What follows belongs to an exercise in optimizing a design on an open flow for small area, a short achievable clock period and few clock cycles; a production flow would make more cautious choices.
Function was checked by simulation only, so behaviour that the tests miss may differ from the original.
Power figures rest on the tool's default switching activity, not on a simulated workload.

==> flow/design.v <==
module hid_keyval (
    input  wire [7:0] code,
    input  wire       shift,
    output reg  [7:0] val
);
    reg [7:0] keymap;
    always @(*) begin
        case (code)
            8'h04: keymap = shift ? 8'h41 : 8'h61;
            8'h05: keymap = shift ? 8'h42 : 8'h62;
            8'h06: keymap = shift ? 8'h43 : 8'h63;
            8'h07: keymap = shift ? 8'h44 : 8'h64;
            8'h08: keymap = shift ? 8'h45 : 8'h65;
            8'h09: keymap = shift ? 8'h46 : 8'h66;
            8'h0A: keymap = shift ? 8'h47 : 8'h67;
            8'h0B: keymap = shift ? 8'h48 : 8'h68;
            8'h0C: keymap = shift ? 8'h49 : 8'h69;
            8'h0D: keymap = shift ? 8'h4A : 8'h6A;
            8'h0E: keymap = shift ? 8'h4B : 8'h6B;
            8'h0F: keymap = shift ? 8'h4C : 8'h6C;
            8'h10: keymap = shift ? 8'h4D : 8'h6D;
            8'h11: keymap = shift ? 8'h4E : 8'h6E;
            8'h12: keymap = shift ? 8'h4F : 8'h6F;
            8'h13: keymap = shift ? 8'h50 : 8'h70;
            8'h14: keymap = shift ? 8'h51 : 8'h71;
            8'h15: keymap = shift ? 8'h52 : 8'h72;
            8'h16: keymap = shift ? 8'h53 : 8'h73;
            8'h17: keymap = shift ? 8'h54 : 8'h74;
            8'h18: keymap = shift ? 8'h55 : 8'h75;
            8'h19: keymap = shift ? 8'h56 : 8'h76;
            8'h1A: keymap = shift ? 8'h57 : 8'h77;
            8'h1B: keymap = shift ? 8'h58 : 8'h78;
            8'h1C: keymap = shift ? 8'h59 : 8'h79;
            8'h1D: keymap = shift ? 8'h5A : 8'h7A;
            8'h1E: keymap = shift ? 8'h21 : 8'h31;
            8'h1F: keymap = shift ? 8'h40 : 8'h32;
            8'h20: keymap = shift ? 8'h23 : 8'h33;
            8'h21: keymap = shift ? 8'h24 : 8'h34;
            8'h22: keymap = shift ? 8'h25 : 8'h35;
            8'h23: keymap = shift ? 8'h5E : 8'h36;
            8'h24: keymap = shift ? 8'h26 : 8'h37;
            8'h25: keymap = shift ? 8'h2A : 8'h38;
            8'h26: keymap = shift ? 8'h28 : 8'h39;
            8'h27: keymap = shift ? 8'h29 : 8'h30;
            8'h28: keymap = shift ? 8'h0D : 8'h0D;
            8'h2C: keymap = shift ? 8'h20 : 8'h20;
            8'h2D: keymap = shift ? 8'h5F : 8'h2D;
            8'h2E: keymap = shift ? 8'h2B : 8'h3D;
            8'h2F: keymap = shift ? 8'h7B : 8'h5B;
            8'h30: keymap = shift ? 8'h7D : 8'h5D;
            8'h31: keymap = shift ? 8'h7C : 8'h5C;
            8'h32: keymap = shift ? 8'h7E : 8'h23;
            8'h33: keymap = shift ? 8'h3A : 8'h3B;
            8'h34: keymap = shift ? 8'h22 : 8'h27;
            8'h35: keymap = shift ? 8'h7E : 8'h60;
            8'h36: keymap = shift ? 8'h3C : 8'h2C;
            8'h37: keymap = shift ? 8'h3E : 8'h2E;
            8'h38: keymap = shift ? 8'h3F : 8'h2F;
            default: keymap = 8'h00;
        endcase
    end
    always @(*) begin
        case (code)
            8'h2B:   val = shift ? 8'h0B : 8'h09;   
            8'h4F:   val = 8'h13;                   
            8'h50:   val = 8'h14;                   
            8'h51:   val = 8'h12;                   
            8'h52:   val = 8'h11;                   
            8'h28:   val = 8'h0D;                   
            8'h4C:   val = 8'h7F;                   
            8'h4A:   val = 8'h02;                   
            8'h4D:   val = 8'h03;                   
            default: val = keymap;                  
        endcase
    end
endmodule
module hid_rx (
    input  wire        clk,
    input  wire        rst,
    input  wire        in_valid,
    output wire        in_ready,
    input  wire [1:0]  in_class,      
    input  wire [7:0]  in_len,
    input  wire [63:0] in_data,       
    input  wire        hs_we,
    input  wire [2:0]  hs_id,
    input  wire        hs_en,
    output reg         res_valid,
    output reg  [7:0]  res_code,
    output reg  [47:0] res_data,
    output wire        ev_valid,
    input  wire        ev_ready,
    output wire [2:0]  ev_id,
    output wire        ev_t,
    output wire        ev_deliver,
    output reg  [7:0]  kbd_lastkey,
    output reg         kbd_pressed,
    output reg  [15:0] ptr_x,
    output reg  [15:0] ptr_y,
    output reg         ptr_primary,
    output reg  [9:0]  btn_prev,
    output reg  [2:0]  drop_flags     
);
    localparam [1:0] CLS_NONE = 2'd0, CLS_KBD = 2'd1, CLS_PTR = 2'd2, CLS_GEN = 2'd3;
    localparam [7:0] R_OK    = 8'h00;
    localparam [7:0] D_SHORT = 8'h10;
    localparam [7:0] D_STATE = 8'h11;
    localparam [7:0] D_KEY   = 8'h15;
    reg  [7:0] pend;
    reg  [7:0] pend_cur;
    reg  [7:0] pend_dlv;
    reg  [7:0] handlers;
    assign in_ready = (pend == 8'd0);
    wire accept = in_valid & in_ready;
    reg [2:0] low_id;
    integer i;
    always @(*) begin
        low_id = 3'd0;
        for (i = 7; i >= 0; i = i - 1)
            if (pend[i]) low_id = i[2:0];
    end
    assign ev_valid   = (pend != 8'd0);
    assign ev_id      = low_id;
    assign ev_t       = pend_cur[low_id];
    assign ev_deliver = pend_dlv[low_id];
    wire [7:0] b0 = in_data[7:0];
    wire [7:0] b1 = in_data[15:8];
    wire [7:0] b2 = in_data[23:16];
    wire [7:0] b3 = in_data[31:24];
    wire       shift = b0[1] | b0[5];
    wire [7:0] kcode [0:5];
    wire [7:0] kval  [0:5];
    genvar k;
    generate
        for (k = 0; k < 6; k = k + 1) begin : g_key
            assign kcode[k] = in_data[8*(k+2) +: 8];
            hid_keyval u_kv (.code(kcode[k]), .shift(shift), .val(kval[k]));
        end
    endgenerate
    reg [7:0] kbd_last_n;
    reg       kbd_any;
    reg       kbd_unrec;
    integer j;
    always @(*) begin
        kbd_last_n = kbd_lastkey;
        kbd_any    = 1'b0;
        kbd_unrec  = 1'b0;
        for (j = 0; j < 6; j = j + 1) begin
            if (kval[j] != 8'd0) begin
                kbd_last_n = kval[j];
                kbd_any    = 1'b1;
            end else if (kcode[j] != 8'd0) begin
                kbd_unrec  = 1'b1;
            end
        end
    end
    wire [15:0] dx = {{8{b1[7]}}, b1};
    wire [15:0] dy = {{8{b2[7]}}, b2};
    wire [9:0] gbits   = {b3[7], b3[4], b3[5], b3[6], b2[5:0]};
    wire [7:0] changed = gbits[7:0] ^ btn_prev[7:0];
    always @(posedge clk) begin
        if (rst) begin
            pend        <= 8'd0;
            pend_cur    <= 8'd0;
            pend_dlv    <= 8'd0;
            handlers    <= 8'd0;
            res_valid   <= 1'b0;
            res_code    <= 8'd0;
            res_data    <= 48'd0;
            kbd_lastkey <= 8'd0;
            kbd_pressed <= 1'b0;
            ptr_x       <= 16'd0;
            ptr_y       <= 16'd0;
            ptr_primary <= 1'b0;
            btn_prev    <= 10'd0;
            drop_flags  <= 3'd0;
        end else begin
            if (hs_we)
                handlers[hs_id] <= hs_en;
            if (ev_valid && ev_ready)
                pend[low_id] <= 1'b0;
            res_valid <= accept;
            if (accept) begin
                res_code <= R_OK;
                res_data <= 48'd0;
                case (in_class)
                    CLS_NONE: begin
                        res_code      <= D_STATE;
                        drop_flags[1] <= 1'b1;
                    end
                    CLS_KBD: begin
                        if (in_len < 8'd8) begin
                            res_code      <= D_SHORT;
                            drop_flags[0] <= 1'b1;
                        end else begin
                            res_data    <= {kval[5], kval[4], kval[3], kval[2], kval[1], kval[0]};
                            kbd_lastkey <= kbd_last_n;
                            if (kcode[0] == 8'd0)
                                kbd_pressed <= 1'b0;
                            else if (kbd_any)
                                kbd_pressed <= 1'b1;
                            if (kbd_unrec) begin
                                res_code      <= D_KEY;
                                drop_flags[2] <= 1'b1;
                            end
                        end
                    end
                    CLS_PTR: begin
                        if (in_len < 8'd3) begin
                            res_code      <= D_SHORT;
                            drop_flags[0] <= 1'b1;
                        end else begin
                            res_data    <= {15'd0, b0[0], dy, dx};
                            ptr_x       <= ptr_x + dx;
                            ptr_y       <= ptr_y + dy;
                            ptr_primary <= b0[0];
                        end
                    end
                    default: begin  
                        if (in_len < 8'd4) begin
                            res_code      <= D_SHORT;
                            drop_flags[0] <= 1'b1;
                        end else begin
                            res_data <= {38'd0, gbits};
                            btn_prev <= gbits;
                            pend     <= changed;
                            pend_cur <= gbits[7:0];
                            pend_dlv <= handlers;
                        end
                    end
                endcase
            end
        end
    end
endmodule
==> flow/run.sh <==
#!/bin/bash
# synth_recipe.tcl (not shown) runs the flow's synth.tcl, then flattens the netlist and writes it again
# the make line also repeats each setting of config.mk as NAME=value (left out here)
make -C /OpenROAD-flow-scripts/flow DESIGN_CONFIG=/design/flow/config.mk WORK_HOME=/design/flow/orfs CLKGATE_MAP_FILE= SYNTH_SCRIPT=/design/flow/synth_recipe.tcl finish
==> flow/config.mk <==
export PLATFORM = sky130hd
export DESIGN_NAME = hid_rx
export DESIGN_NICKNAME = hid_rx
export VERILOG_FILES = /design/flow/design.v
export SDC_FILE = /design/flow/constraint.sdc
export NUM_CORES = 4
export LEC_CHECK = 0
export CAP_MARGIN = 20
export CORE_MARGIN = 2
export CORE_UTILIZATION = 40
export SLEW_MARGIN = 20
==> flow/constraint.sdc <==
create_clock -name core_clock -period 4.5 [get_ports {clk}]
set_input_delay 0.9000 -clock core_clock [delete_from_list [all_inputs] [get_ports {clk}]]
set_output_delay 0.9000 -clock core_clock [all_outputs]
set_load 0.01 [all_outputs]
==> run summary <==
-- placed cells by master, fill, tap and decap left out, drive strengths merged, types with 27 or more instances in the layout --
cell type | synthesis | routed
buf | 100 | 313
nand2 | 244 | 244
clkdlybuf4s50 | 0 | 187
a21oi | 185 | 185
nor2 | 183 | 183
dfxtp | 127 | 127
o21ai | 87 | 87
nor3 | 78 | 78
nand3 | 68 | 68
a22oi | 49 | 49
inv | 38 | 45
nand2b | 43 | 43
nor2b | 41 | 41
ha | 36 | 36
a31oi | 34 | 34
o22ai | 29 | 29
xnor2 | 28 | 28
o211ai | 27 | 27
or3b | 27 | 27
-- cells in the mapped netlist (15+ instances only) --
master    instances  area, um^2
nor4b_1          22       192.7
buf_1            17       63.81
o21ai_0          86       430.4
xor2_1           22       192.7
and3_1           17       106.4
nand3b_1         26       195.2
inv_1            38       142.6
xnor2_1          28       245.2
nand2_1         243       912.1
o22ai_1          29       181.4
a21oi_1         185       925.9
a211oi_1         21       157.7
a31oi_1          34       212.7
ha_1             36       450.4
buf_4            15       112.6
nor3b_1          15       112.6
clkbuf_1        106       397.9
nor2b_1          41       256.5
or3b_2           24       210.2
or3_1            25       156.4
o31ai_1          18       135.1
mux2i_1          22       220.2
nand2b_1         42       262.8
nand3_1          66       330.3
dfxtp_1         127        2542
nor4_1           23       143.9
nor3_1           77       385.4
buf_2            54       270.3
o211ai_1         27       202.7
nand4_1          25       156.4
nor2_1          179       671.9
or2_2            18       112.6
a22oi_1          49       367.9
o32ai_1          16       140.1
and2_1           20       125.1
-- critical path: stages --
cell	delay, ps
clkdlybuf4s50_1	640
buf_4	290
nor2_4	210
buf_4	290
nor4_1	90
o21ai_0	250
nand4b_1	160
nor4b_1	500
nand4bb_2	330
buf_4	230
nand2b_4	130
o31a_4	430
nor2_1	150
a311oi_2	60
-- logic make-up (layout without fill, tap and decap cells) --
logic type	Yosys count	in the layout	synth area share (%)
multiplexers	25	25	1.715
XOR/XNOR	50	50	2.957
adder cells (fa/ha/maj)	40	40	3.447
other	1	8	0.02532
buffers and inverters	253	572	8.423
AO/OA/AOI/OAI	653	653	30.24
flip-flops	127	127	17.17
AND/OR/NAND/NOR	965	965	36.03
-- final timing paths --
| path | startpoint | endpoint | slack, ps | cells after the start |
|---|---|---|---|---|
| worst max register to register | pend[4]$_SDFF_PP0_ | ptr_y[14]$_SDFFE_PP0P_ | 1430 | 9 |
| worst min register to register | btn_prev[9]$_SDFFE_PP0P_ | btn_prev[9]$_SDFFE_PP0P_ | 460 | 2 |
| worst min-delay path | btn_prev[9]$_SDFFE_PP0P_ | btn_prev[9]$_SDFFE_PP0P_ | 460 | 2 |
| worst max-delay path | in_data[5] | kbd_lastkey[5]$_SDFFE_PP0P_ | 100 | 14 |
-- metal layers --
layer	track usage [%]	vias up	share of wire, %
met5	0	-	0
met1	42.50	8607	44
met3	6.040	164	7.7
li1	-	8560	-
met4	14.14	0	4.4
met2	49.58	849	44
-- registers in the layout, summed over array words and instances, names as in the netlist --
signal       cells
drop_flags       3
kbd_pressed      1
ptr_primary      1
res_valid        1
btn_prev        10
handlers         8
res_code         3
pend             8
pend_dlv         8
kbd_lastkey      7
ptr_y           16
ptr_x           16
res_data        45
-- per-stage QoR --
step	total power, mW	instances	setup TNS, ps
after floorplan	2.133	2121	0
after global placement	2.810	2876	-1957
after global routing	4.479	2908	0
after CTS	4.280	2908	0
after detailed placement	2.814	2876	-2452
final	4.280	2908	0
-- power breakdown --
part	internal [mW]	switching (mW)
Combinational	0.696	0.920
Sequential	1.17	0.0391
Clock	0.790	0.661
-- layout make-up --
class / count / area share [%]
clock buffers: 17 / 2.192
clock inverters: 15 / 0.8896
inverters: 40 / 0.7736
multi-input cells: 1741 / 57.05
flip-flops and latches: 127 / 13.10
well taps: 468 / 3.017
repair buffers: 500 / 22.98
==> impl_metrics.toml <==
[floorplanning]
die_w_um = 196.4
dieArea_um2 = 38580
die_h_um = 196.4
rows = 70
io_pins = 202
core_area_um2 = 36520
start_util_pct = 40.55

[power_and_ir_drop]
p_leak_nw = 7.331
ir_worst_vdd_v = 0.0002929
power_density_nw_per_um2 = 220.5

[global_routing]
grt_pass1_vias = 17220
overflow = 0
grt_max_degree = 63
grt_usage_pct = 31.76
antenna_found_initial = 0
grt_pass1_wl_um = 97510

[timing]
hold_viol_final = 0
rsz0062_at_grt = "false"
hold_slack_ps = 455.8
final.period_utilization_pct = 97.77
fmax_mhz = 227.3
slew_viol_final = 0
fin_ws_ps = 100.4
clock_skew_ps = 10.78
max_slew_margin_pct = 26.61
worst_pin_slew_ps = 1101
finalSetupViolCount = 0
min_period_ps = 4400

[setup_path]
crit_type = "input pin to register"
path_max_fanout = 15
end_kind = "register"
required_ps = 4790
cp_data_arrival_time_ps = 4690
setup.worst_path.start_class = "input pin"

[finish]
syn2layout_area_growth_pct = 31.05
drive_gt1_share_pct = 18.69
final_nets = 2548
regArea_um2 = 2542
multiInputGateArea_um2 = 11070
antennaDiodeCount = 0
fillers = 3572
fin_area_um2 = 19410
final_util_pct = 53.14

[place]
gp_congestion = 1.017
place_ws_ps = -343.5
dpl.hpwl_um = 47740
numPortBuffers = 188
dpl_cell_area_um2 = 18800

[clock_network]
clock_latency_ps = 440
cts.sinks = 127
numCtsBuffers = 17
post_cts_buffers = 0
cts_tree = "yes"
max-clock-path-buffers = 2
clkTransAtPathRegs_ps = 70
ctsResizeCount = 0
hold_buffers = 0
htree_num_levels = 4
cts.root.buffer_cell = "clkbuf_16"

[drt]
wl_per_cell_um = 21.66
ant_nets = 0
num_vias = 18180
routed_wl_um = 62990
drtIter0Drc = 2022
drt-pass1-iter-count = 6
drc = 0
via_per_inst = 6.252

[logic_synthesis]
synth-main-ff-cell = "dfxtp_1"
netlist_area_um2 = 14810
ys_seq_area_share_pct = 17.17
ys_types = 121
ys_warn_count = 2
synth_seq_cells = 127
syn-instance-count = 2114
synth_edf_count = 0
syn_area_per_cell_um2 = 7.006
async_flop_share_pct = 0

[status]
status = "finished clean"

[hold_path]
hold_class = "register to register"

[run]
maxCapViolCount = 0
Testbench counts, summed over its fixed seeds: cycles 25,278.

separate check: timing with driven ports:
How much do the figures lean on ideal ports? The routed layout below was timed once more, with nothing changed but the port constraints. Step 1: set_driving_cell puts a clkbuf_16 on clk and a buf_2 on each other input, an assumption about the parent block. Step 2 moves the port delays by t, midway between the first and last clock arrival at a register: inputs arrive t later, outputs are due t later. That takes back most of the time a late clock gives input paths. Slacks: ideal ports / drivers / drivers and shift; pairs: ideal ports / drivers.
shift t [ns]: 0.495
setup WS [ns]: 0.100 / 0.138 / -0.358
worst hold slack (ns): 0.456 / 0.456 / 0.456
clock arrival spread, ns: 0.011 / 0.011
With both steps, setup timing fails in this run, where it was met with ideal ports. The setup slack of this run moves by +0.038 ns with the drivers and by -0.458 ns with both steps.
